What follows belongs to an exercise in optimizing a design on an open flow for small area, a short achievable clock period and few clock cycles; a production flow would make more cautious choices.
RTL that was checked went through simulation tests only; none was proved equivalent to the original.
No activity file was given, so power comes from the tool's default toggle rates.

==> inputs of exp/umber <==
==> flow/design.v <==
module pktcodec (
    input  wire        clk,
    input  wire        rst,
    input  wire        cmd_valid,
    output wire        cmd_ready,
    input  wire [31:0] cmd_word,
    input  wire [31:0] cmd_arg,
    input  wire        in_valid,
    output wire        in_ready,
    input  wire [7:0]  in_data,
    output wire        out_valid,
    input  wire        out_ready,
    output wire [7:0]  out_data,
    output wire        rsp_valid,
    input  wire        rsp_ready,
    output wire [2:0]  rsp_code,
    output wire [31:0] rsp_data
);
    localparam BODY_CAP  = 32;
    localparam OP_NEW       = 8'h00;
    localparam OP_SETSEQ    = 8'h01;
    localparam OP_SETCMD    = 8'h02;
    localparam OP_SETACK    = 8'h03;
    localparam OP_SETBODY   = 8'h04;
    localparam OP_SETLEN    = 8'h05;
    localparam OP_PACKDRIVE = 8'h06;
    localparam OP_ENCODE    = 8'h08;
    localparam OP_DECODE    = 8'h09;
    localparam OP_CKSUM     = 8'h0A;
    localparam OP_VERIFY    = 8'h0B;
    localparam OP_GETSEQ    = 8'h10;
    localparam OP_GETCMD    = 8'h11;
    localparam OP_GETACK    = 8'h12;
    localparam OP_GETBODY   = 8'h13;
    localparam OP_GETLEN    = 8'h14;
    localparam OP_GETCRC    = 8'h15;
    localparam OP_GETSTATUS = 8'h16;
    localparam OP_UNPACK    = 8'h17;
    localparam RC_OK        = 3'd0;
    localparam RC_HDRLEN    = 3'd1;
    localparam RC_FRAME     = 3'd2;
    localparam RC_CKSUM     = 3'd3;
    localparam RC_FLAGS     = 3'd4;
    function [3:0] popcount8;
        input [7:0] b;
        popcount8 = b[0] + b[1] + b[2] + b[3] + b[4] + b[5] + b[6] + b[7];
    endfunction
    reg [15:0] tx_seq, rx_seq;
    reg [3:0]  tx_flags, rx_flags;           
    reg [15:0] tx_len;
    reg [5:0]  tx_blen, rx_blen;
    reg [7:0]  tx_crc, rx_crc;
    reg [3:0]  rx_st;                        
    reg [7:0]  tx_body [0:BODY_CAP-1];
    reg [7:0]  rx_body [0:BODY_CAP-1];
    wire [15:0] rx_len = {10'd0, rx_blen} + 16'd6;
    reg        idle;                          
    reg        in_mode;                       
    reg        out_mode;                      
    reg        rsp_v;
    reg [2:0]  rsp_c;
    reg [31:0] rsp_d;
    reg [7:0]  out_d;
    reg        is_body, is_dec, is_cks, is_ver;   
    reg        o_enc, o_bk;                   
    reg [31:0] rem;                           
    reg [5:0]  pos;                           
    reg [5:0]  ptr;                           
    reg [7:0]  acc;                           
    reg [5:0]  nsm;                           
    reg        n_ok;                          
    reg        n_ge2;                         
    reg        len_ok;                        
    assign cmd_ready = idle;
    assign in_ready  = in_mode;
    assign out_valid = out_mode;
    assign out_data  = out_d;
    assign rsp_valid = rsp_v;
    assign rsp_code  = rsp_c;
    assign rsp_data  = rsp_d;
    wire cmd_fire = cmd_valid && idle;
    wire in_fire  = in_valid && in_mode;
    wire out_fire = out_ready && out_mode;
    wire last     = (rem == 32'd1);
    wire [7:0]  c_op  = cmd_word[31:24];
    wire        c_bk  = cmd_word[23];
    wire [15:0] c_imm = cmd_word[15:0];
    wire c_in    = (c_op == OP_SETBODY) || (c_op == OP_DECODE) ||
                   (c_op == OP_CKSUM)   || (c_op == OP_VERIFY);
    wire c_n0    = (cmd_arg == 32'd0);
    wire enc_ok  = (tx_len == {10'd0, tx_blen} + 16'd6);
    wire [5:0] c_blen = c_bk ? rx_blen : tx_blen;
    wire [3:0] c_flags = c_bk ? rx_flags : tx_flags;
    reg [2:0]  c_rc;
    reg [31:0] c_rd;
    always @(*) begin
        c_rc = RC_OK;
        c_rd = 32'd0;
        case (c_op)
        OP_ENCODE:    if (enc_ok) c_rd = {16'd0, tx_len}; else c_rc = RC_HDRLEN;
        OP_DECODE:    c_rc = RC_FRAME;           
        OP_GETSEQ:    c_rd = {16'd0, c_bk ? rx_seq : tx_seq};
        OP_GETCMD: begin
            case (c_flags[2:0])
            3'b001:  c_rd = 32'd0;
            3'b100:  c_rd = 32'd1;
            3'b010:  c_rd = 32'd2;
            default: c_rc = RC_FLAGS;
            endcase
        end
        OP_GETACK:    c_rd = {31'd0, c_flags[3]};
        OP_GETBODY:   c_rd = {26'd0, c_blen};
        OP_GETLEN:    c_rd = {16'd0, c_bk ? rx_len : tx_len};
        OP_GETCRC:    c_rd = {24'd0, c_bk ? rx_crc : tx_crc};
        OP_GETSTATUS: c_rd = {28'd0, rx_st};
        OP_UNPACK:    c_rd = c_bk ? {rx_body[0], rx_body[1], rx_body[3], rx_body[2]}
                                  : {tx_body[0], tx_body[1], tx_body[3], tx_body[2]};
        default: ;
        endcase
    end
    wire [7:0] acc_o   = acc + popcount8(out_d);
    wire [7:0] body_rd = o_bk ? rx_body[ptr[4:0]] : tx_body[ptr[4:0]];
    reg  [7:0] nxt_b;
    always @(*) begin
        if (o_enc && rem == 32'd2)
            nxt_b = acc_o;                        
        else if (o_enc && ptr[5]) begin
            case (ptr[1:0])
            2'd0:    nxt_b = tx_seq[15:8];
            2'd1:    nxt_b = {4'd0, tx_flags};
            2'd2:    nxt_b = tx_len[7:0];
            default: nxt_b = tx_len[15:8];
            endcase
        end else
            nxt_b = body_rd;
    end
    wire [7:0] acc_i   = acc + popcount8(in_data);
    wire       crc_err = (acc != in_data);
    wire       frm_ok  = n_ok && len_ok;
    wire       wr_en   = in_fire && !ptr[5];
    integer i;
    always @(posedge clk) begin
        for (i = 0; i < BODY_CAP; i = i + 1) begin
            if (wr_en && is_body && ptr[4:0] == i)
                tx_body[i] <= in_data;
            if (wr_en && is_dec && ptr[4:0] == i)
                rx_body[i] <= in_data;
        end
        if (cmd_fire && c_op == OP_PACKDRIVE) begin
            tx_body[0] <= cmd_arg[31:24];
            tx_body[1] <= cmd_arg[23:16];
            tx_body[2] <= cmd_arg[7:0];
            tx_body[3] <= cmd_arg[15:8];
        end
        if (rst) begin
            idle     <= 1'b1;
            in_mode  <= 1'b0;
            out_mode <= 1'b0;
            rsp_v    <= 1'b0;
            tx_seq <= 16'd0; tx_flags <= 4'd0; tx_len <= 16'd6; tx_blen <= 6'd0; tx_crc <= 8'd0;
            rx_seq <= 16'd0; rx_flags <= 4'd0; rx_blen <= 6'd0; rx_crc <= 8'd0;
            rx_st  <= 4'd0;
        end else begin
            if (rsp_v && rsp_ready) begin
                rsp_v <= 1'b0;
                idle  <= 1'b1;
            end
            if (cmd_fire) begin
                idle   <= 1'b0;
                is_body <= (c_op == OP_SETBODY);
                is_dec  <= (c_op == OP_DECODE);
                is_cks  <= (c_op == OP_CKSUM);
                is_ver  <= (c_op == OP_VERIFY);
                o_enc   <= (c_op == OP_ENCODE);
                o_bk    <= c_bk;
                acc     <= 8'd0;
                pos     <= 6'd0;
                n_ok    <= (cmd_arg >= 32'd6) && (cmd_arg <= 32'd38);
                n_ge2   <= (cmd_arg >= 32'd2);
                nsm     <= cmd_arg[5:0];
                len_ok  <= 1'b0;
                rsp_c   <= c_rc;
                rsp_d   <= c_rd;
                if (c_in) begin
                    rem <= cmd_arg;
                    ptr <= (c_op == OP_DECODE) ? 6'd59 : 6'd0;
                    if (c_n0) rsp_v <= 1'b1;
                    else      in_mode <= 1'b1;
                end else if (c_op == OP_ENCODE && enc_ok) begin
                    rem      <= {16'd0, tx_len};
                    ptr      <= 6'd60;
                    out_d    <= tx_seq[7:0];
                    out_mode <= 1'b1;
                end else if (c_op == OP_GETBODY && c_blen != 6'd0) begin
                    rem      <= {26'd0, c_blen};
                    ptr      <= 6'd1;
                    out_d    <= c_bk ? rx_body[0] : tx_body[0];
                    out_mode <= 1'b1;
                end else begin
                    rsp_v <= 1'b1;
                end
                case (c_op)
                OP_NEW: begin
                    if (c_bk) begin
                        rx_seq <= 16'd0; rx_flags <= 4'd0; rx_blen <= 6'd0; rx_crc <= 8'd0;
                        rx_st  <= 4'd0;
                    end else begin
                        tx_seq <= 16'd0; tx_flags <= 4'd0; tx_len <= 16'd6; tx_blen <= 6'd0;
                        tx_crc <= 8'd0;
                    end
                end
                OP_SETSEQ: tx_seq <= c_imm;
                OP_SETCMD: begin
                    case (c_imm[1:0])
                    2'd0:    tx_flags[2:0] <= 3'b001;
                    2'd1:    tx_flags[2:0] <= 3'b100;
                    default: tx_flags[2:0] <= 3'b010;
                    endcase
                end
                OP_SETACK: tx_flags[3] <= c_imm[0];
                OP_SETBODY: begin
                    tx_blen <= cmd_arg[5:0];
                    tx_len  <= {10'd0, cmd_arg[5:0]} + 16'd6;
                end
                OP_SETLEN: tx_len <= c_imm;
                OP_PACKDRIVE: begin
                    tx_blen <= 6'd4;
                    tx_len  <= 16'd10;
                end
                OP_DECODE: begin
                    if (c_n0) begin
                        rx_seq <= 16'd0; rx_flags <= 4'd0; rx_blen <= 6'd0; rx_crc <= 8'd0;
                        rx_st  <= 4'b0010;
                    end
                end
                default: ;
                endcase
            end
            if (in_fire) begin
                acc <= acc_i;
                rem <= rem - 32'd1;
                pos <= pos + 6'd1;
                ptr <= ptr + 6'd1;
                if (is_dec) begin
                    if (pos == 6'd0) rx_seq[7:0]  <= in_data;
                    if (pos == 6'd1) rx_seq[15:8] <= in_data;
                    if (pos == 6'd2) begin
                        rx_flags <= in_data[3:0];
                        rx_st[3] <= (in_data[0] + in_data[1] + in_data[2]) != 2'd1;
                    end
                    if (pos == 6'd3) len_ok <= (in_data == {2'b00, nsm});
                    if (pos == 6'd4) len_ok <= len_ok && (in_data == 8'd0);
                end
                if (last) begin
                    in_mode <= 1'b0;
                    rsp_v   <= 1'b1;
                    if (is_cks) rsp_d <= {24'd0, acc_i};
                    if (is_ver) rsp_d <= {31'd0, n_ge2 && !crc_err};
                    if (is_dec) begin
                        if (frm_ok) begin
                            rx_blen  <= nsm - 6'd6;
                            rx_crc   <= in_data;
                            rx_st[2:0] <= {crc_err, 2'b01};
                            rsp_d    <= {rx_seq, 4'd0, rx_flags, 4'd0, rx_st[3], crc_err, 2'b01};
                            rsp_c    <= crc_err ? RC_CKSUM : rx_st[3] ? RC_FLAGS : RC_OK;
                        end else begin
                            rx_seq <= 16'd0; rx_flags <= 4'd0; rx_blen <= 6'd0; rx_crc <= 8'd0;
                            rx_st  <= 4'b0010;
                            rsp_c  <= RC_FRAME;
                        end
                    end
                end
            end
            if (out_fire) begin
                acc   <= acc_o;
                rem   <= rem - 32'd1;
                ptr   <= ptr + 6'd1;
                out_d <= nxt_b;
                if (last) begin
                    out_mode <= 1'b0;
                    rsp_v    <= 1'b1;
                    if (o_enc) tx_crc <= out_d;
                end
            end
        end
    end
endmodule
==> flow/run.sh <==
#!/bin/bash
# synth_recipe.tcl (not shown) runs the flow's synth.tcl, then flattens the netlist and writes it again
# the make line also repeats each setting of config.mk as NAME=value (left out here)
make -C /OpenROAD-flow-scripts/flow DESIGN_CONFIG=/design/flow/config.mk WORK_HOME=/design/flow/orfs CLKGATE_MAP_FILE= SYNTH_SCRIPT=/design/flow/synth_recipe.tcl finish
==> flow/config.mk <==
export PLATFORM = sky130hd
export DESIGN_NAME = pktcodec
export DESIGN_NICKNAME = pktcodec
export VERILOG_FILES = /design/flow/design.v
export SDC_FILE = /design/flow/constraint.sdc
export NUM_CORES = 4
export LEC_CHECK = 0
export CAP_MARGIN = 20
export CORE_MARGIN = 2
export CORE_UTILIZATION = 40
export PLACE_DENSITY = 0.6
export SLEW_MARGIN = 20
==> flow/constraint.sdc <==
create_clock -name core_clock -period 7.5 [get_ports {clk}]
set_input_delay 1.5000 -clock core_clock [delete_from_list [all_inputs] [get_ports {clk}]]
set_output_delay 1.5000 -clock core_clock [all_outputs]
set_load 0.01 [all_outputs]
==> exp/amber (differences from exp/umber) <==
--- a/flow/design.v
+++ b/flow/design.v
@@ -44,4 +44,13 @@
     function [3:0] popcount8;
-        input [7:0] b;
-        popcount8 = b[0] + b[1] + b[2] + b[3] + b[4] + b[5] + b[6] + b[7];
+        input [7:0] x;
+        reg sa, ca, sb, cb, sc, cc, b0, cd, se, ce, b1, cf;
+        begin
+            sa = x[0] ^ x[1] ^ x[2]; ca = (x[0] & x[1]) | (x[0] & x[2]) | (x[1] & x[2]);
+            sb = x[3] ^ x[4] ^ x[5]; cb = (x[3] & x[4]) | (x[3] & x[5]) | (x[4] & x[5]);
+            sc = x[6] ^ x[7];        cc = x[6] & x[7];
+            b0 = sa ^ sb ^ sc;       cd = (sa & sb) | (sa & sc) | (sb & sc);
+            se = ca ^ cb ^ cc;       ce = (ca & cb) | (ca & cc) | (cb & cc);
+            b1 = cd ^ se;            cf = cd & se;
+            popcount8 = {ce & cf, ce ^ cf, b1, b0};
+        end
     endfunction
@@ -66,5 +75,8 @@
     reg [31:0] rem;                           
-    reg [5:0]  pos;                           
     reg [5:0]  ptr;                           
     reg [7:0]  acc;                           
+    reg [3:0]  pc_r;                          
+    reg        last_r;                        
+    reg        cks_fin;                       
+    reg        enc_bub;                       
     reg [5:0]  nsm;                           
@@ -83,3 +95,3 @@
     wire out_fire = out_ready && out_mode;
-    wire last     = (rem == 32'd1);
+    wire last     = last_r;
     wire [7:0]  c_op  = cmd_word[31:24];
@@ -120,3 +132,2 @@
     end
-    wire [7:0] acc_o   = acc + popcount8(out_d);
     wire [7:0] body_rd = o_bk ? rx_body[ptr[4:0]] : tx_body[ptr[4:0]];
@@ -124,5 +135,3 @@
     always @(*) begin
-        if (o_enc && rem == 32'd2)
-            nxt_b = acc_o;                        
-        else if (o_enc && ptr[5]) begin
+        if (o_enc && ptr[5]) begin
             case (ptr[1:0])
@@ -136,6 +145,11 @@
     end
-    wire [7:0] acc_i   = acc + popcount8(in_data);
-    wire       crc_err = (acc != in_data);
+    wire [7:0] acc_s   = acc + {4'd0, pc_r};
+    wire       crc_err = (acc_s != in_data);
     wire       frm_ok  = n_ok && len_ok;
     wire       wr_en   = in_fire && !ptr[5];
+    wire       h_seq0  = (ptr == 6'd59);
+    wire       h_seq1  = (ptr == 6'd60);
+    wire       h_flg   = (ptr == 6'd61);
+    wire       h_len0  = (ptr == 6'd62);
+    wire       h_len1  = (ptr == 6'd63);
     integer i;
@@ -156,2 +170,4 @@
             idle     <= 1'b1;
+            cks_fin  <= 1'b0;
+            enc_bub  <= 1'b0;
             in_mode  <= 1'b0;
@@ -176,3 +192,3 @@
                 acc     <= 8'd0;
-                pos     <= 6'd0;
+                last_r  <= (cmd_arg == 32'd1);
                 n_ok    <= (cmd_arg >= 32'd6) && (cmd_arg <= 32'd38);
@@ -190,2 +206,3 @@
                     rem      <= {16'd0, tx_len};
+                    last_r   <= 1'b0;
                     ptr      <= 6'd60;
@@ -195,2 +212,3 @@
                     rem      <= {26'd0, c_blen};
+                    last_r   <= (c_blen == 6'd1);
                     ptr      <= 6'd1;
@@ -238,11 +256,16 @@
             end
+            acc  <= acc_s;
+            pc_r <= in_fire  ? popcount8(in_data) :
+                    out_fire ? popcount8(out_d)   : 4'd0;
+            if (cmd_fire) acc <= 8'd0;
+            if (in_fire || out_fire) begin
+                rem    <= rem - 32'd1;
+                last_r <= (rem == 32'd2);
+                ptr    <= ptr + 6'd1;
+            end
             if (in_fire) begin
-                acc <= acc_i;
-                rem <= rem - 32'd1;
-                pos <= pos + 6'd1;
-                ptr <= ptr + 6'd1;
                 if (is_dec) begin
-                    if (pos == 6'd0) rx_seq[7:0]  <= in_data;
-                    if (pos == 6'd1) rx_seq[15:8] <= in_data;
-                    if (pos == 6'd2) begin
+                    if (h_seq0) rx_seq[7:0]  <= in_data;
+                    if (h_seq1) rx_seq[15:8] <= in_data;
+                    if (h_flg) begin
                         rx_flags <= in_data[3:0];
@@ -250,4 +273,4 @@
                     end
-                    if (pos == 6'd3) len_ok <= (in_data == {2'b00, nsm});
-                    if (pos == 6'd4) len_ok <= len_ok && (in_data == 8'd0);
+                    if (h_len0) len_ok <= (in_data == {2'b00, nsm});
+                    if (h_len1) len_ok <= len_ok && (in_data == 8'd0);
                 end
@@ -255,4 +278,4 @@
                     in_mode <= 1'b0;
-                    rsp_v   <= 1'b1;
-                    if (is_cks) rsp_d <= {24'd0, acc_i};
+                    if (is_cks) cks_fin <= 1'b1;
+                    else        rsp_v   <= 1'b1;
                     if (is_ver) rsp_d <= {31'd0, n_ge2 && !crc_err};
@@ -273,7 +296,13 @@
             end
+            if (cks_fin) begin
+                cks_fin <= 1'b0;
+                rsp_v   <= 1'b1;
+                rsp_d   <= {24'd0, acc_s};
+            end
             if (out_fire) begin
-                acc   <= acc_o;
-                rem   <= rem - 32'd1;
-                ptr   <= ptr + 6'd1;
                 out_d <= nxt_b;
+                if (o_enc && rem[5:0] == 6'd2) begin
+                    out_mode <= 1'b0;
+                    enc_bub  <= 1'b1;
+                end
                 if (last) begin
@@ -284,2 +313,7 @@
             end
+            if (enc_bub) begin
+                enc_bub  <= 1'b0;
+                out_d    <= acc_s;                
+                out_mode <= 1'b1;
+            end
         end
--- a/flow/config.mk
+++ b/flow/config.mk
@@ -9,4 +9,5 @@
 export CORE_MARGIN = 2
-export CORE_UTILIZATION = 40
-export PLACE_DENSITY = 0.6
+export CORE_UTILIZATION = 60
+export PLACE_DENSITY = 0.7
+export SETUP_SLACK_MARGIN = 3.5
 export SLEW_MARGIN = 20
==> qor summary <==
|  | exp/amber | exp/umber |
|---|---|---|
| Final Core Density | 69.6% | 46.5% |
| Data arrival time of the critical path | 4600 ps | 5580 ps |
| Seq cells | 715 | 714 |
| Area share of xor/xnor cells in the synthesized design | 1.90% | 2.10% |
| Clock skew | 42.0 ps | 50.3 ps |
| Met3 Wirelength | 16,300 um | 14,500 um |
| Wire length on met1 | 42,100 um | 48,200 um |
| Inverter count | 56 | 55 |
| First-pass GRT wire length | 169,000 um | 178,000 um |
| Final-layout fill cell count | 3,710 | 7,172 |
| Crit Reg-Reg Startpoint | ptr[3]$_DFFE_PP_ | ptr[0]$_DFFE_PP_ |
| Share of total power in the clock network | 42.6% | 44.5% |
| Critical path's largest stage delay | 770 ps | 1050 ps |
| Number of antenna violations at the first check in global routing | 6 | 4 |
| Startpoint types | input port | flop |
| Outcome | no timing/DRC/antenna violations | no timing/DRC/antenna violations |
| Length of routed met2 wiring | 53,400 um | 58,600 um |
| Total vias in the final route | 25,100 | 24,900 |
| Power in combinational cells | 389 uW | 402 uW |
Testbench counts of exp/amber, summed over its fixed seeds: cycles 64,522.
No functional check of the RTL was part of exp/umber.

## static timing again, ports no longer ideal
No port has a modelled driver above. Below, the same layouts with a new extraction and two added sets of constraints.
Step 1 sets driving cells, clkbuf_16 on the clock port and buf_2 on the other inputs (assumed; they add their load-dependent delay and slew).
Step 2 also shifts input and output timing later by t, the mid clock arrival at the registers, as if the neighbouring blocks saw the same clock.
Slacks: ideal / step 1 / step 2; pairs: ideal / step 1.
run | t, ns | setup slack, ns | worst setup path at the end | cell pins on the clock port's net
exp/umber | 0.710 | 2.275 / 2.275 / 1.857 | input to register | 1
exp/amber | 0.690 | 3.375 / 3.413 / 2.723 | input to register | 1
After both steps setup and hold are still met in every run listed. The setup slack of exp/amber, which loses most, moves by +0.038 ns with the drivers and by -0.652 ns with both steps.
